From an optimization exercise on the open Yosys and OpenROAD flow, aimed at a short achievable clock period and few clock cycles; shortcuts taken in it are not production practice.
The RTL was checked by simulation tests, not by an equivalence proof against the original design.
Power is estimated from default activity; no workload was simulated.

`flow/design.v`:
```
module packed_12bit_deserializer (
    input  wire        clk,
    input  wire        rst,
    input  wire        start,
    input  wire        in_valid,
    input  wire [8:0]  in_data,
    output wire        in_ready,
    output wire        busy,
    output wire        done,
    output wire        err,
    output wire        ok,
    input  wire [3:0]  reg_addr,
    output reg  [31:0] reg_rdata,
    output reg         wr_en,
    output reg  [31:0] wr_addr,
    output reg  [15:0] wr_row,
    output reg  [15:0] wr_col,
    output reg  [15:0] wr_data
);
    localparam [2:0] ST_IDLE    = 3'd0,
                     ST_HEADER  = 3'd1,
                     ST_PAYLOAD = 3'd2,
                     ST_DRAIN   = 3'd3,
                     ST_DONE    = 3'd4;
    localparam [2:0] ERR_NONE  = 3'd0,
                     ERR_TRUNC = 3'd1,
                     ERR_MAGIC = 3'd2,
                     ERR_FMT   = 3'd3,
                     ERR_SHAPE = 3'd4;
    localparam [7:0] HDR_LAST = 8'd163;
    localparam [7:0] FMT_CODE = 8'd9;
    reg  [2:0]  st;
    reg  [7:0]  hcnt;
    reg  [7:0]  magic0, magic1, magic2, magic3;
    reg  [7:0]  pixfmt;
    reg  [15:0] width;
    reg  [15:0] height;
    reg         hdrv;
    reg  [31:0] expect_r;
    reg  [31:0] scnt;
    reg  [2:0]  errc;
    reg         busy_r, done_r, rdy_r, err_r, ok_r;
    reg         in_hdr, in_pay, in_drn;
    reg  [1:0]  ph;
    reg  [7:0]  b0, b1;
    reg         magic_ok, fmt_ok;
    reg  [31:0] mul_a;
    reg  [15:0] mul_b;
    reg  [31:0] prod;
    reg  [31:0] idx;
    reg  [15:0] row, col;
    reg         col_last, row_last, full;
    reg  [15:0] wm2, hm2;
    reg         w_is1, h_is1, wh_zero;
    assign busy     = busy_r;
    assign done     = done_r;
    assign in_ready = rdy_r;
    assign err      = err_r;
    assign ok       = ok_r;
    wire       xfer    = in_valid && rdy_r && !start;
    wire       is_end  = in_data[8];
    wire [7:0] byte_in = in_data[7:0];
    wire       xbyte   = xfer && !is_end;
    wire       xend    = xfer && is_end;
    wire       hdr_last = (hcnt == HDR_LAST);
    wire        smp_ev   = xbyte && in_pay && (ph != 2'd0);
    wire [11:0] smp_data = ph[1] ? {byte_in, b1[7:4]} : {byte_in[3:0], b0};
    wire        grp_ev   = xbyte && in_pay && ph[1];
    wire        place    = smp_ev && !full;
    wire        begin_run = start && !busy_r;
    always @(posedge clk) begin
        if (rst || begin_run) begin
            st        <= rst ? ST_IDLE : ST_HEADER;
            busy_r    <= !rst;
            rdy_r     <= !rst;
            in_hdr    <= !rst;
            done_r    <= 1'b0;
            err_r     <= 1'b0;
            ok_r      <= 1'b0;
            in_pay    <= 1'b0;
            in_drn    <= 1'b0;
            hcnt      <= 8'd0;
            magic0    <= 8'd0;
            magic1    <= 8'd0;
            magic2    <= 8'd0;
            magic3    <= 8'd0;
            pixfmt    <= 8'd0;
            width     <= 16'd0;
            height    <= 16'd0;
            hdrv      <= 1'b0;
            expect_r  <= 32'd0;
            scnt      <= 32'd0;
            errc      <= ERR_NONE;
            ph        <= 2'd0;
            b0        <= 8'd0;
            b1        <= 8'd0;
            magic_ok  <= 1'b0;
            fmt_ok    <= 1'b0;
            mul_a     <= 32'd0;
            mul_b     <= 16'd0;
            prod      <= 32'd0;
            idx       <= 32'd0;
            row       <= 16'd0;
            col       <= 16'd0;
            col_last  <= 1'b0;
            row_last  <= 1'b0;
            full      <= 1'b1;
            wm2       <= 16'd0;
            hm2       <= 16'd0;
            w_is1     <= 1'b0;
            h_is1     <= 1'b0;
            wh_zero   <= 1'b1;
            wr_en     <= 1'b0;
            wr_addr   <= 32'd0;
            wr_row    <= 16'd0;
            wr_col    <= 16'd0;
            wr_data   <= 16'd0;
        end else begin
            magic_ok <= (magic0 == 8'h43) && (magic1 == 8'h4D) &&
                        (magic2 == 8'h56) && (magic3 == 8'h69);
            fmt_ok   <= (pixfmt == FMT_CODE);
            wm2      <= width - 16'd2;
            hm2      <= height - 16'd2;
            w_is1    <= (width == 16'd1);
            h_is1    <= (height == 16'd1);
            wh_zero  <= (width == 16'd0) || (height == 16'd0);
            if (in_hdr && hcnt == 8'd12) begin
                mul_a <= {16'd0, width};
                mul_b <= height;
                prod  <= 32'd0;
            end else begin
                if (mul_b[0])
                    prod <= prod + mul_a;
                mul_a <= {mul_a[30:0], 1'b0};
                mul_b <= {1'b0, mul_b[15:1]};
            end
            wr_en <= place;
            if (place) begin
                wr_addr <= idx;
                wr_row  <= row;
                wr_col  <= col;
                wr_data <= {4'd0, smp_data};
                idx     <= idx + 32'd1;
                if (col_last) begin
                    col      <= 16'd0;
                    row      <= row + 16'd1;
                    col_last <= w_is1;
                    row_last <= (row == hm2);
                    full     <= row_last;
                end else begin
                    col      <= col + 16'd1;
                    col_last <= (col == wm2);
                end
            end
            if (grp_ev) begin
                if (scnt[31:1] != 31'h7FFF_FFFF)
                    scnt <= scnt + 32'd2;
                else
                    scnt <= 32'hFFFF_FFFF;
            end
            if (xbyte && in_pay)
                ph <= ph[1] ? 2'd0 : ph + 2'd1;
            if (xbyte && in_pay && ph == 2'd0)
                b0 <= byte_in;
            if (xbyte && in_pay && ph == 2'd1)
                b1 <= byte_in;
            if (xbyte && in_hdr) begin
                case (hcnt)
                    8'd0:  magic0       <= byte_in;
                    8'd1:  magic1       <= byte_in;
                    8'd2:  magic2       <= byte_in;
                    8'd3:  magic3       <= byte_in;
                    8'd4:  pixfmt       <= byte_in;
                    8'd8:  width[7:0]   <= byte_in;
                    8'd9:  width[15:8]  <= byte_in;
                    8'd10: height[7:0]  <= byte_in;
                    8'd11: height[15:8] <= byte_in;
                    default: ;
                endcase
                hcnt <= hcnt + 8'd1;
                if (hdr_last) begin
                    in_hdr <= 1'b0;
                    if (!magic_ok) begin
                        errc   <= ERR_MAGIC;
                        err_r  <= 1'b1;
                        st     <= ST_DRAIN;
                        in_drn <= 1'b1;
                    end else if (!fmt_ok) begin
                        errc   <= ERR_FMT;
                        err_r  <= 1'b1;
                        st     <= ST_DRAIN;
                        in_drn <= 1'b1;
                    end else begin
                        hdrv     <= 1'b1;
                        expect_r <= prod;
                        st       <= ST_PAYLOAD;
                        in_pay   <= 1'b1;
                        full     <= wh_zero;
                        col_last <= w_is1;
                        row_last <= h_is1;
                    end
                end
            end
            if (xend) begin
                st     <= ST_DONE;
                busy_r <= 1'b0;
                rdy_r  <= 1'b0;
                done_r <= 1'b1;
                in_hdr <= 1'b0;
                in_pay <= 1'b0;
                in_drn <= 1'b0;
                if (in_hdr) begin
                    errc  <= ERR_TRUNC;
                    err_r <= 1'b1;
                end else if (in_pay && scnt != expect_r) begin
                    errc  <= ERR_SHAPE;
                    err_r <= 1'b1;
                end else if (in_pay) begin
                    ok_r  <= 1'b1;
                end
            end
        end
    end
    wire [31:0] rd_r [0:7];
    wire [31:0] rd_w;
    assign rd_r[0] = {23'd0, hdrv, 1'b0, errc, 1'b0, st};
    assign rd_r[1] = {magic3, magic2, magic1, magic0};
    assign rd_r[2] = {24'd0, pixfmt};
    assign rd_r[3] = {16'd0, width};
    assign rd_r[4] = {16'd0, height};
    assign rd_r[5] = expect_r;
    assign rd_r[6] = scnt;
    assign rd_r[7] = {24'd0, hcnt};
    wire [3:0] rd_f0;
    p12_rd_dec2 #(.J(2'd0)) u_rd_f0_0 (.a1(reg_addr[1]), .a0(reg_addr[0]), .f(rd_f0[0]));
    p12_rd_dec2 #(.J(2'd1)) u_rd_f0_1 (.a1(reg_addr[1]), .a0(reg_addr[0]), .f(rd_f0[1]));
    p12_rd_dec2 #(.J(2'd2)) u_rd_f0_2 (.a1(reg_addr[1]), .a0(reg_addr[0]), .f(rd_f0[2]));
    p12_rd_dec2 #(.J(2'd3)) u_rd_f0_3 (.a1(reg_addr[1]), .a0(reg_addr[0]), .f(rd_f0[3]));
    wire [3:0] rd_f1;
    p12_rd_dec2 #(.J(2'd0)) u_rd_f1_0 (.a1(reg_addr[1]), .a0(reg_addr[0]), .f(rd_f1[0]));
    p12_rd_dec2 #(.J(2'd1)) u_rd_f1_1 (.a1(reg_addr[1]), .a0(reg_addr[0]), .f(rd_f1[1]));
    p12_rd_dec2 #(.J(2'd2)) u_rd_f1_2 (.a1(reg_addr[1]), .a0(reg_addr[0]), .f(rd_f1[2]));
    p12_rd_dec2 #(.J(2'd3)) u_rd_f1_3 (.a1(reg_addr[1]), .a0(reg_addr[0]), .f(rd_f1[3]));
    wire [3:0] rd_f2;
    p12_rd_dec2 #(.J(2'd0)) u_rd_f2_0 (.a1(reg_addr[1]), .a0(reg_addr[0]), .f(rd_f2[0]));
    p12_rd_dec2 #(.J(2'd1)) u_rd_f2_1 (.a1(reg_addr[1]), .a0(reg_addr[0]), .f(rd_f2[1]));
    p12_rd_dec2 #(.J(2'd2)) u_rd_f2_2 (.a1(reg_addr[1]), .a0(reg_addr[0]), .f(rd_f2[2]));
    p12_rd_dec2 #(.J(2'd3)) u_rd_f2_3 (.a1(reg_addr[1]), .a0(reg_addr[0]), .f(rd_f2[3]));
    wire [3:0] rd_f3;
    p12_rd_dec2 #(.J(2'd0)) u_rd_f3_0 (.a1(reg_addr[1]), .a0(reg_addr[0]), .f(rd_f3[0]));
    p12_rd_dec2 #(.J(2'd1)) u_rd_f3_1 (.a1(reg_addr[1]), .a0(reg_addr[0]), .f(rd_f3[1]));
    p12_rd_dec2 #(.J(2'd2)) u_rd_f3_2 (.a1(reg_addr[1]), .a0(reg_addr[0]), .f(rd_f3[2]));
    p12_rd_dec2 #(.J(2'd3)) u_rd_f3_3 (.a1(reg_addr[1]), .a0(reg_addr[0]), .f(rd_f3[3]));
    wire [3:0] rd_f4;
    p12_rd_dec2 #(.J(2'd0)) u_rd_f4_0 (.a1(reg_addr[1]), .a0(reg_addr[0]), .f(rd_f4[0]));
    p12_rd_dec2 #(.J(2'd1)) u_rd_f4_1 (.a1(reg_addr[1]), .a0(reg_addr[0]), .f(rd_f4[1]));
    p12_rd_dec2 #(.J(2'd2)) u_rd_f4_2 (.a1(reg_addr[1]), .a0(reg_addr[0]), .f(rd_f4[2]));
    p12_rd_dec2 #(.J(2'd3)) u_rd_f4_3 (.a1(reg_addr[1]), .a0(reg_addr[0]), .f(rd_f4[3]));
    wire [3:0] rd_f5;
    p12_rd_dec2 #(.J(2'd0)) u_rd_f5_0 (.a1(reg_addr[1]), .a0(reg_addr[0]), .f(rd_f5[0]));
    p12_rd_dec2 #(.J(2'd1)) u_rd_f5_1 (.a1(reg_addr[1]), .a0(reg_addr[0]), .f(rd_f5[1]));
    p12_rd_dec2 #(.J(2'd2)) u_rd_f5_2 (.a1(reg_addr[1]), .a0(reg_addr[0]), .f(rd_f5[2]));
    p12_rd_dec2 #(.J(2'd3)) u_rd_f5_3 (.a1(reg_addr[1]), .a0(reg_addr[0]), .f(rd_f5[3]));
    wire [3:0] rd_f6;
    p12_rd_dec2 #(.J(2'd0)) u_rd_f6_0 (.a1(reg_addr[1]), .a0(reg_addr[0]), .f(rd_f6[0]));
    p12_rd_dec2 #(.J(2'd1)) u_rd_f6_1 (.a1(reg_addr[1]), .a0(reg_addr[0]), .f(rd_f6[1]));
    p12_rd_dec2 #(.J(2'd2)) u_rd_f6_2 (.a1(reg_addr[1]), .a0(reg_addr[0]), .f(rd_f6[2]));
    p12_rd_dec2 #(.J(2'd3)) u_rd_f6_3 (.a1(reg_addr[1]), .a0(reg_addr[0]), .f(rd_f6[3]));
    wire [3:0] rd_f7;
    p12_rd_dec2 #(.J(2'd0)) u_rd_f7_0 (.a1(reg_addr[1]), .a0(reg_addr[0]), .f(rd_f7[0]));
    p12_rd_dec2 #(.J(2'd1)) u_rd_f7_1 (.a1(reg_addr[1]), .a0(reg_addr[0]), .f(rd_f7[1]));
    p12_rd_dec2 #(.J(2'd2)) u_rd_f7_2 (.a1(reg_addr[1]), .a0(reg_addr[0]), .f(rd_f7[2]));
    p12_rd_dec2 #(.J(2'd3)) u_rd_f7_3 (.a1(reg_addr[1]), .a0(reg_addr[0]), .f(rd_f7[3]));
    wire rd_g0_0; p12_rd_mux2 u_rd_g0_0 (.s(reg_addr[2]), .d0(rd_r[0][0]), .d1(rd_r[4][0]), .y(rd_g0_0));
    wire rd_g0_1; p12_rd_mux2 u_rd_g0_1 (.s(reg_addr[2]), .d0(rd_r[1][0]), .d1(rd_r[5][0]), .y(rd_g0_1));
    wire rd_g0_2; p12_rd_mux2 u_rd_g0_2 (.s(reg_addr[2]), .d0(rd_r[2][0]), .d1(rd_r[6][0]), .y(rd_g0_2));
    wire rd_g0_3; p12_rd_mux2 u_rd_g0_3 (.s(reg_addr[2]), .d0(rd_r[3][0]), .d1(rd_r[7][0]), .y(rd_g0_3));
    wire rd_y0_0; p12_rd_aoi22 u_rd_y0_0 (.a1(rd_f0[0]), .a2(rd_g0_0), .b1(rd_f0[1]), .b2(rd_g0_1), .y(rd_y0_0));
    wire rd_y0_1; p12_rd_aoi22 u_rd_y0_1 (.a1(rd_f0[2]), .a2(rd_g0_2), .b1(rd_f0[3]), .b2(rd_g0_3), .y(rd_y0_1));
    p12_rd_aoi21 u_rd_q0 (.a1(rd_y0_0), .a2(rd_y0_1), .b1(reg_addr[3]), .y(rd_w[0]));
    wire rd_g1_0; p12_rd_mux2 u_rd_g1_0 (.s(reg_addr[2]), .d0(rd_r[0][1]), .d1(rd_r[4][1]), .y(rd_g1_0));
    wire rd_g1_1; p12_rd_mux2 u_rd_g1_1 (.s(reg_addr[2]), .d0(rd_r[1][1]), .d1(rd_r[5][1]), .y(rd_g1_1));
    wire rd_g1_2; p12_rd_mux2 u_rd_g1_2 (.s(reg_addr[2]), .d0(rd_r[2][1]), .d1(rd_r[6][1]), .y(rd_g1_2));
    wire rd_g1_3; p12_rd_mux2 u_rd_g1_3 (.s(reg_addr[2]), .d0(rd_r[3][1]), .d1(rd_r[7][1]), .y(rd_g1_3));
    wire rd_y1_0; p12_rd_aoi22 u_rd_y1_0 (.a1(rd_f0[0]), .a2(rd_g1_0), .b1(rd_f0[1]), .b2(rd_g1_1), .y(rd_y1_0));
    wire rd_y1_1; p12_rd_aoi22 u_rd_y1_1 (.a1(rd_f0[2]), .a2(rd_g1_2), .b1(rd_f0[3]), .b2(rd_g1_3), .y(rd_y1_1));
    p12_rd_aoi21 u_rd_q1 (.a1(rd_y1_0), .a2(rd_y1_1), .b1(reg_addr[3]), .y(rd_w[1]));
    wire rd_g2_0; p12_rd_mux2 u_rd_g2_0 (.s(reg_addr[2]), .d0(rd_r[0][2]), .d1(rd_r[4][2]), .y(rd_g2_0));
    wire rd_g2_1; p12_rd_mux2 u_rd_g2_1 (.s(reg_addr[2]), .d0(rd_r[1][2]), .d1(rd_r[5][2]), .y(rd_g2_1));
    wire rd_g2_2; p12_rd_mux2 u_rd_g2_2 (.s(reg_addr[2]), .d0(rd_r[2][2]), .d1(rd_r[6][2]), .y(rd_g2_2));
    wire rd_g2_3; p12_rd_mux2 u_rd_g2_3 (.s(reg_addr[2]), .d0(rd_r[3][2]), .d1(rd_r[7][2]), .y(rd_g2_3));
    wire rd_y2_0; p12_rd_aoi22 u_rd_y2_0 (.a1(rd_f0[0]), .a2(rd_g2_0), .b1(rd_f0[1]), .b2(rd_g2_1), .y(rd_y2_0));
    wire rd_y2_1; p12_rd_aoi22 u_rd_y2_1 (.a1(rd_f0[2]), .a2(rd_g2_2), .b1(rd_f0[3]), .b2(rd_g2_3), .y(rd_y2_1));
    p12_rd_aoi21 u_rd_q2 (.a1(rd_y2_0), .a2(rd_y2_1), .b1(reg_addr[3]), .y(rd_w[2]));
    wire rd_g3_0; p12_rd_and2 u_rd_g3_0 (.s(reg_addr[2]), .d(rd_r[4][3]), .y(rd_g3_0));
    wire rd_g3_1; p12_rd_mux2 u_rd_g3_1 (.s(reg_addr[2]), .d0(rd_r[1][3]), .d1(rd_r[5][3]), .y(rd_g3_1));
    wire rd_g3_2; p12_rd_mux2 u_rd_g3_2 (.s(reg_addr[2]), .d0(rd_r[2][3]), .d1(rd_r[6][3]), .y(rd_g3_2));
    wire rd_g3_3; p12_rd_mux2 u_rd_g3_3 (.s(reg_addr[2]), .d0(rd_r[3][3]), .d1(rd_r[7][3]), .y(rd_g3_3));
    wire rd_y3_0; p12_rd_aoi22 u_rd_y3_0 (.a1(rd_f0[0]), .a2(rd_g3_0), .b1(rd_f0[1]), .b2(rd_g3_1), .y(rd_y3_0));
    wire rd_y3_1; p12_rd_aoi22 u_rd_y3_1 (.a1(rd_f0[2]), .a2(rd_g3_2), .b1(rd_f0[3]), .b2(rd_g3_3), .y(rd_y3_1));
    p12_rd_aoi21 u_rd_q3 (.a1(rd_y3_0), .a2(rd_y3_1), .b1(reg_addr[3]), .y(rd_w[3]));
    wire rd_g4_0; p12_rd_mux2 u_rd_g4_0 (.s(reg_addr[2]), .d0(rd_r[0][4]), .d1(rd_r[4][4]), .y(rd_g4_0));
    wire rd_g4_1; p12_rd_mux2 u_rd_g4_1 (.s(reg_addr[2]), .d0(rd_r[1][4]), .d1(rd_r[5][4]), .y(rd_g4_1));
    wire rd_g4_2; p12_rd_mux2 u_rd_g4_2 (.s(reg_addr[2]), .d0(rd_r[2][4]), .d1(rd_r[6][4]), .y(rd_g4_2));
    wire rd_g4_3; p12_rd_mux2 u_rd_g4_3 (.s(reg_addr[2]), .d0(rd_r[3][4]), .d1(rd_r[7][4]), .y(rd_g4_3));
    wire rd_y4_0; p12_rd_aoi22 u_rd_y4_0 (.a1(rd_f1[0]), .a2(rd_g4_0), .b1(rd_f1[1]), .b2(rd_g4_1), .y(rd_y4_0));
    wire rd_y4_1; p12_rd_aoi22 u_rd_y4_1 (.a1(rd_f1[2]), .a2(rd_g4_2), .b1(rd_f1[3]), .b2(rd_g4_3), .y(rd_y4_1));
    p12_rd_aoi21 u_rd_q4 (.a1(rd_y4_0), .a2(rd_y4_1), .b1(reg_addr[3]), .y(rd_w[4]));
    wire rd_g5_0; p12_rd_mux2 u_rd_g5_0 (.s(reg_addr[2]), .d0(rd_r[0][5]), .d1(rd_r[4][5]), .y(rd_g5_0));
    wire rd_g5_1; p12_rd_mux2 u_rd_g5_1 (.s(reg_addr[2]), .d0(rd_r[1][5]), .d1(rd_r[5][5]), .y(rd_g5_1));
    wire rd_g5_2; p12_rd_mux2 u_rd_g5_2 (.s(reg_addr[2]), .d0(rd_r[2][5]), .d1(rd_r[6][5]), .y(rd_g5_2));
    wire rd_g5_3; p12_rd_mux2 u_rd_g5_3 (.s(reg_addr[2]), .d0(rd_r[3][5]), .d1(rd_r[7][5]), .y(rd_g5_3));
    wire rd_y5_0; p12_rd_aoi22 u_rd_y5_0 (.a1(rd_f1[0]), .a2(rd_g5_0), .b1(rd_f1[1]), .b2(rd_g5_1), .y(rd_y5_0));
    wire rd_y5_1; p12_rd_aoi22 u_rd_y5_1 (.a1(rd_f1[2]), .a2(rd_g5_2), .b1(rd_f1[3]), .b2(rd_g5_3), .y(rd_y5_1));
    p12_rd_aoi21 u_rd_q5 (.a1(rd_y5_0), .a2(rd_y5_1), .b1(reg_addr[3]), .y(rd_w[5]));
    wire rd_g6_0; p12_rd_mux2 u_rd_g6_0 (.s(reg_addr[2]), .d0(rd_r[0][6]), .d1(rd_r[4][6]), .y(rd_g6_0));
    wire rd_g6_1; p12_rd_mux2 u_rd_g6_1 (.s(reg_addr[2]), .d0(rd_r[1][6]), .d1(rd_r[5][6]), .y(rd_g6_1));
    wire rd_g6_2; p12_rd_mux2 u_rd_g6_2 (.s(reg_addr[2]), .d0(rd_r[2][6]), .d1(rd_r[6][6]), .y(rd_g6_2));
    wire rd_g6_3; p12_rd_mux2 u_rd_g6_3 (.s(reg_addr[2]), .d0(rd_r[3][6]), .d1(rd_r[7][6]), .y(rd_g6_3));
    wire rd_y6_0; p12_rd_aoi22 u_rd_y6_0 (.a1(rd_f1[0]), .a2(rd_g6_0), .b1(rd_f1[1]), .b2(rd_g6_1), .y(rd_y6_0));
    wire rd_y6_1; p12_rd_aoi22 u_rd_y6_1 (.a1(rd_f1[2]), .a2(rd_g6_2), .b1(rd_f1[3]), .b2(rd_g6_3), .y(rd_y6_1));
    p12_rd_aoi21 u_rd_q6 (.a1(rd_y6_0), .a2(rd_y6_1), .b1(reg_addr[3]), .y(rd_w[6]));
    wire rd_g7_0; p12_rd_and2 u_rd_g7_0 (.s(reg_addr[2]), .d(rd_r[4][7]), .y(rd_g7_0));
    wire rd_g7_1; p12_rd_mux2 u_rd_g7_1 (.s(reg_addr[2]), .d0(rd_r[1][7]), .d1(rd_r[5][7]), .y(rd_g7_1));
    wire rd_g7_2; p12_rd_mux2 u_rd_g7_2 (.s(reg_addr[2]), .d0(rd_r[2][7]), .d1(rd_r[6][7]), .y(rd_g7_2));
    wire rd_g7_3; p12_rd_mux2 u_rd_g7_3 (.s(reg_addr[2]), .d0(rd_r[3][7]), .d1(rd_r[7][7]), .y(rd_g7_3));
    wire rd_y7_0; p12_rd_aoi22 u_rd_y7_0 (.a1(rd_f1[0]), .a2(rd_g7_0), .b1(rd_f1[1]), .b2(rd_g7_1), .y(rd_y7_0));
    wire rd_y7_1; p12_rd_aoi22 u_rd_y7_1 (.a1(rd_f1[2]), .a2(rd_g7_2), .b1(rd_f1[3]), .b2(rd_g7_3), .y(rd_y7_1));
    p12_rd_aoi21 u_rd_q7 (.a1(rd_y7_0), .a2(rd_y7_1), .b1(reg_addr[3]), .y(rd_w[7]));
    wire rd_g8_0; p12_rd_mux2 u_rd_g8_0 (.s(reg_addr[2]), .d0(rd_r[0][8]), .d1(rd_r[4][8]), .y(rd_g8_0));
    wire rd_g8_1; p12_rd_mux2 u_rd_g8_1 (.s(reg_addr[2]), .d0(rd_r[1][8]), .d1(rd_r[5][8]), .y(rd_g8_1));
    wire rd_g8_2; p12_rd_and2 u_rd_g8_2 (.s(reg_addr[2]), .d(rd_r[6][8]), .y(rd_g8_2));
    wire rd_g8_3; p12_rd_andn u_rd_g8_3 (.s(reg_addr[2]), .d(rd_r[3][8]), .y(rd_g8_3));
    wire rd_y8_0; p12_rd_aoi22 u_rd_y8_0 (.a1(rd_f2[0]), .a2(rd_g8_0), .b1(rd_f2[1]), .b2(rd_g8_1), .y(rd_y8_0));
    wire rd_y8_1; p12_rd_aoi22 u_rd_y8_1 (.a1(rd_f2[2]), .a2(rd_g8_2), .b1(rd_f2[3]), .b2(rd_g8_3), .y(rd_y8_1));
    p12_rd_aoi21 u_rd_q8 (.a1(rd_y8_0), .a2(rd_y8_1), .b1(reg_addr[3]), .y(rd_w[8]));
    wire rd_g9_0; p12_rd_and2 u_rd_g9_0 (.s(reg_addr[2]), .d(rd_r[4][9]), .y(rd_g9_0));
    wire rd_g9_1; p12_rd_mux2 u_rd_g9_1 (.s(reg_addr[2]), .d0(rd_r[1][9]), .d1(rd_r[5][9]), .y(rd_g9_1));
    wire rd_g9_2; p12_rd_and2 u_rd_g9_2 (.s(reg_addr[2]), .d(rd_r[6][9]), .y(rd_g9_2));
    wire rd_g9_3; p12_rd_andn u_rd_g9_3 (.s(reg_addr[2]), .d(rd_r[3][9]), .y(rd_g9_3));
    wire rd_y9_0; p12_rd_aoi22 u_rd_y9_0 (.a1(rd_f2[0]), .a2(rd_g9_0), .b1(rd_f2[1]), .b2(rd_g9_1), .y(rd_y9_0));
    wire rd_y9_1; p12_rd_aoi22 u_rd_y9_1 (.a1(rd_f2[2]), .a2(rd_g9_2), .b1(rd_f2[3]), .b2(rd_g9_3), .y(rd_y9_1));
    p12_rd_aoi21 u_rd_q9 (.a1(rd_y9_0), .a2(rd_y9_1), .b1(reg_addr[3]), .y(rd_w[9]));
    wire rd_g10_0; p12_rd_and2 u_rd_g10_0 (.s(reg_addr[2]), .d(rd_r[4][10]), .y(rd_g10_0));
    wire rd_g10_1; p12_rd_mux2 u_rd_g10_1 (.s(reg_addr[2]), .d0(rd_r[1][10]), .d1(rd_r[5][10]), .y(rd_g10_1));
    wire rd_g10_2; p12_rd_and2 u_rd_g10_2 (.s(reg_addr[2]), .d(rd_r[6][10]), .y(rd_g10_2));
    wire rd_g10_3; p12_rd_andn u_rd_g10_3 (.s(reg_addr[2]), .d(rd_r[3][10]), .y(rd_g10_3));
    wire rd_y10_0; p12_rd_aoi22 u_rd_y10_0 (.a1(rd_f2[0]), .a2(rd_g10_0), .b1(rd_f2[1]), .b2(rd_g10_1), .y(rd_y10_0));
    wire rd_y10_1; p12_rd_aoi22 u_rd_y10_1 (.a1(rd_f2[2]), .a2(rd_g10_2), .b1(rd_f2[3]), .b2(rd_g10_3), .y(rd_y10_1));
    p12_rd_aoi21 u_rd_q10 (.a1(rd_y10_0), .a2(rd_y10_1), .b1(reg_addr[3]), .y(rd_w[10]));
    wire rd_g11_0; p12_rd_and2 u_rd_g11_0 (.s(reg_addr[2]), .d(rd_r[4][11]), .y(rd_g11_0));
    wire rd_g11_1; p12_rd_mux2 u_rd_g11_1 (.s(reg_addr[2]), .d0(rd_r[1][11]), .d1(rd_r[5][11]), .y(rd_g11_1));
    wire rd_g11_2; p12_rd_and2 u_rd_g11_2 (.s(reg_addr[2]), .d(rd_r[6][11]), .y(rd_g11_2));
    wire rd_g11_3; p12_rd_andn u_rd_g11_3 (.s(reg_addr[2]), .d(rd_r[3][11]), .y(rd_g11_3));
    wire rd_y11_0; p12_rd_aoi22 u_rd_y11_0 (.a1(rd_f2[0]), .a2(rd_g11_0), .b1(rd_f2[1]), .b2(rd_g11_1), .y(rd_y11_0));
    wire rd_y11_1; p12_rd_aoi22 u_rd_y11_1 (.a1(rd_f2[2]), .a2(rd_g11_2), .b1(rd_f2[3]), .b2(rd_g11_3), .y(rd_y11_1));
    p12_rd_aoi21 u_rd_q11 (.a1(rd_y11_0), .a2(rd_y11_1), .b1(reg_addr[3]), .y(rd_w[11]));
    wire rd_g12_0; p12_rd_and2 u_rd_g12_0 (.s(reg_addr[2]), .d(rd_r[4][12]), .y(rd_g12_0));
    wire rd_g12_1; p12_rd_mux2 u_rd_g12_1 (.s(reg_addr[2]), .d0(rd_r[1][12]), .d1(rd_r[5][12]), .y(rd_g12_1));
    wire rd_g12_2; p12_rd_and2 u_rd_g12_2 (.s(reg_addr[2]), .d(rd_r[6][12]), .y(rd_g12_2));
    wire rd_g12_3; p12_rd_andn u_rd_g12_3 (.s(reg_addr[2]), .d(rd_r[3][12]), .y(rd_g12_3));
    wire rd_y12_0; p12_rd_aoi22 u_rd_y12_0 (.a1(rd_f3[0]), .a2(rd_g12_0), .b1(rd_f3[1]), .b2(rd_g12_1), .y(rd_y12_0));
    wire rd_y12_1; p12_rd_aoi22 u_rd_y12_1 (.a1(rd_f3[2]), .a2(rd_g12_2), .b1(rd_f3[3]), .b2(rd_g12_3), .y(rd_y12_1));
    p12_rd_aoi21 u_rd_q12 (.a1(rd_y12_0), .a2(rd_y12_1), .b1(reg_addr[3]), .y(rd_w[12]));
    wire rd_g13_0; p12_rd_and2 u_rd_g13_0 (.s(reg_addr[2]), .d(rd_r[4][13]), .y(rd_g13_0));
    wire rd_g13_1; p12_rd_mux2 u_rd_g13_1 (.s(reg_addr[2]), .d0(rd_r[1][13]), .d1(rd_r[5][13]), .y(rd_g13_1));
    wire rd_g13_2; p12_rd_and2 u_rd_g13_2 (.s(reg_addr[2]), .d(rd_r[6][13]), .y(rd_g13_2));
    wire rd_g13_3; p12_rd_andn u_rd_g13_3 (.s(reg_addr[2]), .d(rd_r[3][13]), .y(rd_g13_3));
    wire rd_y13_0; p12_rd_aoi22 u_rd_y13_0 (.a1(rd_f3[0]), .a2(rd_g13_0), .b1(rd_f3[1]), .b2(rd_g13_1), .y(rd_y13_0));
    wire rd_y13_1; p12_rd_aoi22 u_rd_y13_1 (.a1(rd_f3[2]), .a2(rd_g13_2), .b1(rd_f3[3]), .b2(rd_g13_3), .y(rd_y13_1));
    p12_rd_aoi21 u_rd_q13 (.a1(rd_y13_0), .a2(rd_y13_1), .b1(reg_addr[3]), .y(rd_w[13]));
    wire rd_g14_0; p12_rd_and2 u_rd_g14_0 (.s(reg_addr[2]), .d(rd_r[4][14]), .y(rd_g14_0));
    wire rd_g14_1; p12_rd_mux2 u_rd_g14_1 (.s(reg_addr[2]), .d0(rd_r[1][14]), .d1(rd_r[5][14]), .y(rd_g14_1));
    wire rd_g14_2; p12_rd_and2 u_rd_g14_2 (.s(reg_addr[2]), .d(rd_r[6][14]), .y(rd_g14_2));
    wire rd_g14_3; p12_rd_andn u_rd_g14_3 (.s(reg_addr[2]), .d(rd_r[3][14]), .y(rd_g14_3));
    wire rd_y14_0; p12_rd_aoi22 u_rd_y14_0 (.a1(rd_f3[0]), .a2(rd_g14_0), .b1(rd_f3[1]), .b2(rd_g14_1), .y(rd_y14_0));
    wire rd_y14_1; p12_rd_aoi22 u_rd_y14_1 (.a1(rd_f3[2]), .a2(rd_g14_2), .b1(rd_f3[3]), .b2(rd_g14_3), .y(rd_y14_1));
    p12_rd_aoi21 u_rd_q14 (.a1(rd_y14_0), .a2(rd_y14_1), .b1(reg_addr[3]), .y(rd_w[14]));
    wire rd_g15_0; p12_rd_and2 u_rd_g15_0 (.s(reg_addr[2]), .d(rd_r[4][15]), .y(rd_g15_0));
    wire rd_g15_1; p12_rd_mux2 u_rd_g15_1 (.s(reg_addr[2]), .d0(rd_r[1][15]), .d1(rd_r[5][15]), .y(rd_g15_1));
    wire rd_g15_2; p12_rd_and2 u_rd_g15_2 (.s(reg_addr[2]), .d(rd_r[6][15]), .y(rd_g15_2));
    wire rd_g15_3; p12_rd_andn u_rd_g15_3 (.s(reg_addr[2]), .d(rd_r[3][15]), .y(rd_g15_3));
    wire rd_y15_0; p12_rd_aoi22 u_rd_y15_0 (.a1(rd_f3[0]), .a2(rd_g15_0), .b1(rd_f3[1]), .b2(rd_g15_1), .y(rd_y15_0));
    wire rd_y15_1; p12_rd_aoi22 u_rd_y15_1 (.a1(rd_f3[2]), .a2(rd_g15_2), .b1(rd_f3[3]), .b2(rd_g15_3), .y(rd_y15_1));
    p12_rd_aoi21 u_rd_q15 (.a1(rd_y15_0), .a2(rd_y15_1), .b1(reg_addr[3]), .y(rd_w[15]));
    wire rd_g16_1; p12_rd_mux2 u_rd_g16_1 (.s(reg_addr[2]), .d0(rd_r[1][16]), .d1(rd_r[5][16]), .y(rd_g16_1));
    wire rd_g16_2; p12_rd_and2 u_rd_g16_2 (.s(reg_addr[2]), .d(rd_r[6][16]), .y(rd_g16_2));
    wire rd_y16_0; p12_rd_aoi22 u_rd_y16_0 (.a1(rd_f4[1]), .a2(rd_g16_1), .b1(rd_f4[2]), .b2(rd_g16_2), .y(rd_y16_0));
    p12_rd_nor2 u_rd_q16 (.a(rd_y16_0), .b(reg_addr[3]), .y(rd_w[16]));
    wire rd_g17_1; p12_rd_mux2 u_rd_g17_1 (.s(reg_addr[2]), .d0(rd_r[1][17]), .d1(rd_r[5][17]), .y(rd_g17_1));
    wire rd_g17_2; p12_rd_and2 u_rd_g17_2 (.s(reg_addr[2]), .d(rd_r[6][17]), .y(rd_g17_2));
    wire rd_y17_0; p12_rd_aoi22 u_rd_y17_0 (.a1(rd_f4[1]), .a2(rd_g17_1), .b1(rd_f4[2]), .b2(rd_g17_2), .y(rd_y17_0));
    p12_rd_nor2 u_rd_q17 (.a(rd_y17_0), .b(reg_addr[3]), .y(rd_w[17]));
    wire rd_g18_1; p12_rd_mux2 u_rd_g18_1 (.s(reg_addr[2]), .d0(rd_r[1][18]), .d1(rd_r[5][18]), .y(rd_g18_1));
    wire rd_g18_2; p12_rd_and2 u_rd_g18_2 (.s(reg_addr[2]), .d(rd_r[6][18]), .y(rd_g18_2));
    wire rd_y18_0; p12_rd_aoi22 u_rd_y18_0 (.a1(rd_f4[1]), .a2(rd_g18_1), .b1(rd_f4[2]), .b2(rd_g18_2), .y(rd_y18_0));
    p12_rd_nor2 u_rd_q18 (.a(rd_y18_0), .b(reg_addr[3]), .y(rd_w[18]));
    wire rd_g19_1; p12_rd_mux2 u_rd_g19_1 (.s(reg_addr[2]), .d0(rd_r[1][19]), .d1(rd_r[5][19]), .y(rd_g19_1));
    wire rd_g19_2; p12_rd_and2 u_rd_g19_2 (.s(reg_addr[2]), .d(rd_r[6][19]), .y(rd_g19_2));
    wire rd_y19_0; p12_rd_aoi22 u_rd_y19_0 (.a1(rd_f4[1]), .a2(rd_g19_1), .b1(rd_f4[2]), .b2(rd_g19_2), .y(rd_y19_0));
    p12_rd_nor2 u_rd_q19 (.a(rd_y19_0), .b(reg_addr[3]), .y(rd_w[19]));
    wire rd_g20_1; p12_rd_mux2 u_rd_g20_1 (.s(reg_addr[2]), .d0(rd_r[1][20]), .d1(rd_r[5][20]), .y(rd_g20_1));
    wire rd_g20_2; p12_rd_and2 u_rd_g20_2 (.s(reg_addr[2]), .d(rd_r[6][20]), .y(rd_g20_2));
    wire rd_y20_0; p12_rd_aoi22 u_rd_y20_0 (.a1(rd_f5[1]), .a2(rd_g20_1), .b1(rd_f5[2]), .b2(rd_g20_2), .y(rd_y20_0));
    p12_rd_nor2 u_rd_q20 (.a(rd_y20_0), .b(reg_addr[3]), .y(rd_w[20]));
    wire rd_g21_1; p12_rd_mux2 u_rd_g21_1 (.s(reg_addr[2]), .d0(rd_r[1][21]), .d1(rd_r[5][21]), .y(rd_g21_1));
    wire rd_g21_2; p12_rd_and2 u_rd_g21_2 (.s(reg_addr[2]), .d(rd_r[6][21]), .y(rd_g21_2));
    wire rd_y21_0; p12_rd_aoi22 u_rd_y21_0 (.a1(rd_f5[1]), .a2(rd_g21_1), .b1(rd_f5[2]), .b2(rd_g21_2), .y(rd_y21_0));
    p12_rd_nor2 u_rd_q21 (.a(rd_y21_0), .b(reg_addr[3]), .y(rd_w[21]));
    wire rd_g22_1; p12_rd_mux2 u_rd_g22_1 (.s(reg_addr[2]), .d0(rd_r[1][22]), .d1(rd_r[5][22]), .y(rd_g22_1));
    wire rd_g22_2; p12_rd_and2 u_rd_g22_2 (.s(reg_addr[2]), .d(rd_r[6][22]), .y(rd_g22_2));
    wire rd_y22_0; p12_rd_aoi22 u_rd_y22_0 (.a1(rd_f5[1]), .a2(rd_g22_1), .b1(rd_f5[2]), .b2(rd_g22_2), .y(rd_y22_0));
    p12_rd_nor2 u_rd_q22 (.a(rd_y22_0), .b(reg_addr[3]), .y(rd_w[22]));
    wire rd_g23_1; p12_rd_mux2 u_rd_g23_1 (.s(reg_addr[2]), .d0(rd_r[1][23]), .d1(rd_r[5][23]), .y(rd_g23_1));
    wire rd_g23_2; p12_rd_and2 u_rd_g23_2 (.s(reg_addr[2]), .d(rd_r[6][23]), .y(rd_g23_2));
    wire rd_y23_0; p12_rd_aoi22 u_rd_y23_0 (.a1(rd_f5[1]), .a2(rd_g23_1), .b1(rd_f5[2]), .b2(rd_g23_2), .y(rd_y23_0));
    p12_rd_nor2 u_rd_q23 (.a(rd_y23_0), .b(reg_addr[3]), .y(rd_w[23]));
    wire rd_g24_1; p12_rd_mux2 u_rd_g24_1 (.s(reg_addr[2]), .d0(rd_r[1][24]), .d1(rd_r[5][24]), .y(rd_g24_1));
    wire rd_g24_2; p12_rd_and2 u_rd_g24_2 (.s(reg_addr[2]), .d(rd_r[6][24]), .y(rd_g24_2));
    wire rd_y24_0; p12_rd_aoi22 u_rd_y24_0 (.a1(rd_f6[1]), .a2(rd_g24_1), .b1(rd_f6[2]), .b2(rd_g24_2), .y(rd_y24_0));
    p12_rd_nor2 u_rd_q24 (.a(rd_y24_0), .b(reg_addr[3]), .y(rd_w[24]));
    wire rd_g25_1; p12_rd_mux2 u_rd_g25_1 (.s(reg_addr[2]), .d0(rd_r[1][25]), .d1(rd_r[5][25]), .y(rd_g25_1));
    wire rd_g25_2; p12_rd_and2 u_rd_g25_2 (.s(reg_addr[2]), .d(rd_r[6][25]), .y(rd_g25_2));
    wire rd_y25_0; p12_rd_aoi22 u_rd_y25_0 (.a1(rd_f6[1]), .a2(rd_g25_1), .b1(rd_f6[2]), .b2(rd_g25_2), .y(rd_y25_0));
    p12_rd_nor2 u_rd_q25 (.a(rd_y25_0), .b(reg_addr[3]), .y(rd_w[25]));
    wire rd_g26_1; p12_rd_mux2 u_rd_g26_1 (.s(reg_addr[2]), .d0(rd_r[1][26]), .d1(rd_r[5][26]), .y(rd_g26_1));
    wire rd_g26_2; p12_rd_and2 u_rd_g26_2 (.s(reg_addr[2]), .d(rd_r[6][26]), .y(rd_g26_2));
    wire rd_y26_0; p12_rd_aoi22 u_rd_y26_0 (.a1(rd_f6[1]), .a2(rd_g26_1), .b1(rd_f6[2]), .b2(rd_g26_2), .y(rd_y26_0));
    p12_rd_nor2 u_rd_q26 (.a(rd_y26_0), .b(reg_addr[3]), .y(rd_w[26]));
    wire rd_g27_1; p12_rd_mux2 u_rd_g27_1 (.s(reg_addr[2]), .d0(rd_r[1][27]), .d1(rd_r[5][27]), .y(rd_g27_1));
    wire rd_g27_2; p12_rd_and2 u_rd_g27_2 (.s(reg_addr[2]), .d(rd_r[6][27]), .y(rd_g27_2));
    wire rd_y27_0; p12_rd_aoi22 u_rd_y27_0 (.a1(rd_f6[1]), .a2(rd_g27_1), .b1(rd_f6[2]), .b2(rd_g27_2), .y(rd_y27_0));
    p12_rd_nor2 u_rd_q27 (.a(rd_y27_0), .b(reg_addr[3]), .y(rd_w[27]));
    wire rd_g28_1; p12_rd_mux2 u_rd_g28_1 (.s(reg_addr[2]), .d0(rd_r[1][28]), .d1(rd_r[5][28]), .y(rd_g28_1));
    wire rd_g28_2; p12_rd_and2 u_rd_g28_2 (.s(reg_addr[2]), .d(rd_r[6][28]), .y(rd_g28_2));
    wire rd_y28_0; p12_rd_aoi22 u_rd_y28_0 (.a1(rd_f7[1]), .a2(rd_g28_1), .b1(rd_f7[2]), .b2(rd_g28_2), .y(rd_y28_0));
    p12_rd_nor2 u_rd_q28 (.a(rd_y28_0), .b(reg_addr[3]), .y(rd_w[28]));
    wire rd_g29_1; p12_rd_mux2 u_rd_g29_1 (.s(reg_addr[2]), .d0(rd_r[1][29]), .d1(rd_r[5][29]), .y(rd_g29_1));
    wire rd_g29_2; p12_rd_and2 u_rd_g29_2 (.s(reg_addr[2]), .d(rd_r[6][29]), .y(rd_g29_2));
    wire rd_y29_0; p12_rd_aoi22 u_rd_y29_0 (.a1(rd_f7[1]), .a2(rd_g29_1), .b1(rd_f7[2]), .b2(rd_g29_2), .y(rd_y29_0));
    p12_rd_nor2 u_rd_q29 (.a(rd_y29_0), .b(reg_addr[3]), .y(rd_w[29]));
    wire rd_g30_1; p12_rd_mux2 u_rd_g30_1 (.s(reg_addr[2]), .d0(rd_r[1][30]), .d1(rd_r[5][30]), .y(rd_g30_1));
    wire rd_g30_2; p12_rd_and2 u_rd_g30_2 (.s(reg_addr[2]), .d(rd_r[6][30]), .y(rd_g30_2));
    wire rd_y30_0; p12_rd_aoi22 u_rd_y30_0 (.a1(rd_f7[1]), .a2(rd_g30_1), .b1(rd_f7[2]), .b2(rd_g30_2), .y(rd_y30_0));
    p12_rd_nor2 u_rd_q30 (.a(rd_y30_0), .b(reg_addr[3]), .y(rd_w[30]));
    wire rd_g31_1; p12_rd_mux2 u_rd_g31_1 (.s(reg_addr[2]), .d0(rd_r[1][31]), .d1(rd_r[5][31]), .y(rd_g31_1));
    wire rd_g31_2; p12_rd_and2 u_rd_g31_2 (.s(reg_addr[2]), .d(rd_r[6][31]), .y(rd_g31_2));
    wire rd_y31_0; p12_rd_aoi22 u_rd_y31_0 (.a1(rd_f7[1]), .a2(rd_g31_1), .b1(rd_f7[2]), .b2(rd_g31_2), .y(rd_y31_0));
    p12_rd_nor2 u_rd_q31 (.a(rd_y31_0), .b(reg_addr[3]), .y(rd_w[31]));
    always @(*) reg_rdata = rd_w;
endmodule
module p12_rd_dec2 #(parameter [1:0] J = 2'd0) (input wire a1, input wire a0, output wire f);
    assign f = ({a1, a0} == J);
endmodule
module p12_rd_mux2 (input wire s, input wire d0, input wire d1, output wire y);
    assign y = s ? d1 : d0;
endmodule
module p12_rd_andn (input wire s, input wire d, output wire y);
    assign y = !s && d;
endmodule
module p12_rd_and2 (input wire s, input wire d, output wire y);
    assign y = s && d;
endmodule
module p12_rd_aoi22 (input wire a1, input wire a2, input wire b1, input wire b2, output wire y);
    assign y = !((a1 && a2) || (b1 && b2));
endmodule
module p12_rd_nand2 (input wire a, input wire b, output wire y);
    assign y = !(a && b);
endmodule
module p12_rd_inv (input wire a, output wire y);
    assign y = !a;
endmodule
module p12_rd_aoi21 (input wire a1, input wire a2, input wire b1, output wire y);
    assign y = !((a1 && a2) || b1);
endmodule
module p12_rd_nor2 (input wire a, input wire b, output wire y);
    assign y = !(a || b);
endmodule
module p12_rd_muxz (input wire s, input wire z, input wire d0, input wire d1, output wire y);
    assign y = !z && (s ? d1 : d0);
endmodule
module p12_rd_hiz (input wire s, input wire z, input wire d, output wire y);
    assign y = !z && s && d;
endmodule
module p12_rd_loz (input wire s, input wire z, input wire d, output wire y);
    assign y = !z && !s && d;
endmodule
```
`flow/run.sh`:
```
#!/bin/bash
# synth_recipe.tcl (not shown) runs the flow's synth.tcl, then flattens the netlist and writes it again
# the make line also repeats each setting of config.mk as NAME=value (left out here)
make -C /OpenROAD-flow-scripts/flow DESIGN_CONFIG=/design/flow/config.mk WORK_HOME=/design/flow/orfs CLKGATE_MAP_FILE= SYNTH_SCRIPT=/design/flow/synth_recipe.tcl finish
```
`flow/config.mk`:
```
export PLATFORM = sky130hd
export DESIGN_NAME = packed_12bit_deserializer
export DESIGN_NICKNAME = packed_12bit_deserializer
export VERILOG_FILES = /design/flow/design.v
export SDC_FILE = /design/flow/constraint.sdc
export NUM_CORES = 4
export LEC_CHECK = 0
export ABC_CLOCK_PERIOD_IN_PS = 500
export CAP_MARGIN = 20
export CORE_MARGIN = 2
export CORE_UTILIZATION = 40
export SETUP_SLACK_MARGIN = 4.3
export SLEW_MARGIN = 20
export SYNTH_HIERARCHICAL = 1
```
`flow/constraint.sdc`:
```
create_clock -name core_clock -period 8.0 [get_ports {clk}]
set_input_delay 1.6000 -clock core_clock [delete_from_list [all_inputs] [get_ports {clk}]]
set_output_delay 1.6000 -clock core_clock [all_outputs]
set_load 0.01 [all_outputs]
```
==> summary.txt <==
Outcome
  • Status: finished clean

Critical path
  • Max FO, Critical Path: 8
  • WP data arrival: 2720 ps
  • Max stage delay on crit path: 300 ps
  • Critical path startpoint category: primary input
  • Worst setup path start: reg_addr[2]
  • Reg-to-reg startpoint: ph[1]
  • Slowest-stage cell, CP: mux2_4
  • Crit path buffers/inverters: 4
  • CP delay by family, top: buffers and inverters
  • Reg2reg setup slack: 5000 ps
  • Critical path type: in2out
  • Stages on worst setup path: 7
  • Most frequent CP cell: buf_16
  • CP endpoint kind: output pin
  • CP cell instances: buf_16 -> buf_12 -> buf_16 -> mux2_4 -> a22oi_2 -> a21oi_2 -> buf_2
  • Reg2Reg Capture Point: idx[10]
  • FF-to-FF path depth: 9
  • Worst Path Required: 6400 ps
  • CP Capture Point: reg_rdata[7]

Place
  • Port Buf Inserts: 130
  • Pre-CTS setup slack: 2630 ps
  • # placed instances: 3120
  • Placed wire-length estimate: 41470 µm
  • Gpl congestion: 0.8990

Floorplan
  • Core area: 0.05141 mm²
  • FP Rows: 83
  • Chip height: 232.1 µm
  • IO Pins: 135
  • Total die area: 0.05386 mm²
  • Initial core utilization: 0.4048
  • Die Width: 232.1 µm

Drt
  • WL per Instance: 19.25 µm
  • DRT Wirelength: 62800 µm
  • Vias: 17670
  • Via density: 5.415
  • TritonRoute pass-1 iters: 5
  • DRC Markers: 0
  • ANT nets after route: 0
  • DRT iter0 DRCs: 1472

Logic synthesis
  • Unique masters post-synth: 80
  • Synth Cell Area: 0.02081 mm²
  • Ys async rst share: 0
  • Avg Synthesized Cell Area: 8.573 µm²
  • Synth top area cells: dfxtp_1 (41%), nand2_1 (8.5%), a21oi_1 (6.7%)
  • Sequential cell area fraction in the yosys report: 0.4180
  • Number of synthesized flops with an enable pin: 5
  • Primary FF master, synth: dfxtp_1
  • Largest area contributor in the netlist: dfxtp_1
  • Yosys warning count: 7
  • Mapped Cells: 2427
  • Yosys top cell area share: 0.4108
  • FF+latch count, synth: 432

Timing
  • Final setup vio count: 0
  • Setup ws final: 3679 ps
  • Slew @ Worst Pin: 1070 ps
  • Crit share post-route: 0.5401
  • Unrepaired setup endpoints after global routing: true
  • Crit path time final: 4321 ps
  • Setup tns final: 0 ps
  • FMAX: 231.4 MHz
  • Fin. Hold Viols: 0
  • Relative slew slack: 0.2864
  • Pins Over Slew Limit: 0
  • Clk_skew: 21.26 ps

GRT
  • Vias in the first global route: 16950
  • Initial antenna violation count: 1
  • Largest net degree at the start of global routing: 223
  • Total GRT Usage: 0.2297
  • First-pass GRT wire length: 97370 µm
  • Gr ovfl total: 0

Cells and area
  • Fin util: 0.4918
  • Diode count: 0
  • Fin nets: 2608
  • Commonest non-fill, non-tap cell in the layout: nand2_1
  • Non-filler instance count after layout: 3263
  • Commonest non-fill, non-tap cells in the layout: nand2_1 (471), dfxtp_1 (427), a21oi_1 (278)
  • Layout area overhead: 21.50%
  • Layout cells sized above 1: 0.1491

CTS
  • Root Buffer Master: clkbuf_16
  • Max clock buf depth: 3
  • CTS Buf Count: 48
  • Worst skew pair latency: 600 ps
  • Clock-pin transition on the worst setup and hold timing paths: 60 ps
  • H-tree depth: 2
  • CTS tree: yes
  • CTS Sinks: 432

Pwr
  • Power Density: 186.6 mW/mm²
  • Leakage: 9.237 nW
  • Internal Power: 3.647 mW
  • Peak VDD IR: 126.6 µV
  • Switching share of power: 0.2269
  • Sequential power share: 0.462
  • Switching pwr: 1.071 mW
  • Gate power share: 0.047
  • Clock power frac: 0.491

Hold path
  • Min-Delay Path Class: reg2reg

Run
  • Max Cap Viol: 0
cell usage after synthesis, types with 29 or more instances:
cell type  count
mux2i_1       53
mux2_4        55
nand4_1       39
xnor2_1       90
clkbuf_1      88
inv_1         29
nand3_1       57
and3_1        51
and2_1        44
ha_1          41
dfxtp_1      427
a21oi_1      278
xor2_1        99
o21ai_0       42
nand2_1      471
a22oi_2       48
nor2_1       228
flip-flops by register name, indices dropped and copies added (netlist names), 16 cells and up:
name	cells
row	16
wr_addr	32
height	16
wr_col	16
expect_r	32
scnt	32
wm2	16
wr_row	16
prod	32
mul_b	16
width	16
mul_a	32
idx	32
hm2	16
col	16
power by group through the flow:
stage	logic [mW]	registers (mW)	clock network (mW)
detailed placement	0.159	2.23	0
finish	0.222	2.18	2.32
global placement	0.156	2.23	0
CTS	0.218	2.18	2.36
global route	0.234	2.18	2.45
floorplan	0.0961	2.22	0
Yosys stat by module, one instance, submodules excluded, excerpt:
module / flip-flops and latches / cells / times used / area (µm²)
p12_rd_aoi22: 0 / 1 / 48 / 12.51
p12_rd_mux2: 0 / 1 / 55 / 15.01
p12_rd_nor2: 0 / 1 / 16 / 3.754
p12_rd_aoi21: 0 / 1 / 16 / 8.758
p12_rd_andn: 0 / 1 / 8 / 13.76
p12_rd_and2: 0 / 1 / 33 / 6.256
packed_12bit_deserializer: 432 / 2227 / 1 / 18600
through the flow:
stage | power (mW) | hold slack, ps | area (µm²)
detailed placement | 2.387 | 433.1 | 22580
global placement | 2.384 | 424.7 | 22580
floorplan | 2.320 | 421.8 | 20830
finish | 4.718 | 439.6 | 25280
CTS | 4.757 | 440.8 | 25110
global route | 4.862 | 459.2 | 25280
logic make-up (layout without fill, tap and decap cells):
kind of cell | count (synthesis) | after routing | synth area share
and+or+nand+nor | 1029 | 1031 | 0.2370
other | 1 | 4 | 0.0001802
muxes | 108 | 108 | 0.06518
AOI/OAI and AO/OA | 460 | 460 | 0.1417
buffers and inverters | 166 | 317 | 0.03271
xor gates and xnor gates | 189 | 189 | 0.07956
DFF | 432 | 432 | 0.4180
adders and majority gates | 42 | 42 | 0.02562
routing by layer:
layer  share of wire  wire length [µm]  GRT usage  vias to the layer above
met1            0.44             27600     0.2968                     8445
met4           0.041              2559     0.1024                        0
met5               0                 0          0                        -
li1                -                 -          -                     8558
met3           0.060              3778    0.04113                      144
met2            0.46             28860     0.3735                      522
how the worst min path moves through the flow:
| stage | start | slack (ps) | cells after the start | endpoint |
|---|---|---|---|---|
| detailed placement | mul_b[13] | 430 | 2 | mul_b[12] |
| floorplan | mul_b[1] | 420 | 2 | mul_b[0] |
| global route | mul_b[9] | 460 | 2 | mul_b[8] |
| finish | mul_b[13] | 440 | 2 | mul_b[12] |
| CTS | mul_b[6] | 440 | 2 | mul_b[5] |
| global placement | mul_b[2] | 420 | 2 | mul_b[1] |
worst reg2reg max path: cells and delay by family (launching register included):
family                 cells  cell delay [ps]
flip-flops                 1              950
AND/OR/NAND/NOR            6             1350
XOR/XNOR                   1              150
buffers and inverters      2              400
final cells by class:
class	count	area, µm²
multi-input cells	1834	11630
clock inverters	14	227.7
well taps	680	850.8
inverters	29	108.9
flip-flops and latches	432	8698
repair buffers	204	2352
fillers	4880	26130
clock buffers	70	1415
timing repair:
item                                    4_1_cts  5_1_grt
setup buffers                                31        7
endpoints found under the hold margin         0        0
pin swaps                                    39       32
gates cloned                                 19        2
hold buffers                                  0        0
gates resized for setup                     211       30
endpoints found under the setup margin      129      102
Testbench counts, summed over its fixed seeds: cycles 123,173.

afterwards: timing with drivers on the ports:
In the flow no input, the clock included, has a driving cell. The finished layout below was timed again as built, in two steps. Step 1: set_driving_cell puts a clkbuf_16 on clk and a buf_2 on each other input, an assumption about the parent block. Step 2 moves the port delays by t, midway between the first and last clock arrival at a register: inputs arrive t later, outputs are due t later. That takes back most of the time a late clock gives input paths. Slacks: no drivers / after step 1 / after step 2; pairs: no drivers / after step 1.
shift t [ns]: 0.653
setup WS [ns]: 3.679 / 3.509 / 3.509
hold WS [ns]: 0.440 / 0.440 / 0.440
worst slew at a driven data input, ns: 0.20
pins driven straight from the clock port: 1
After both steps setup and hold are still met in this run. The setup slack of this run moves by -0.170 ns with the drivers and by -0.170 ns with both steps.
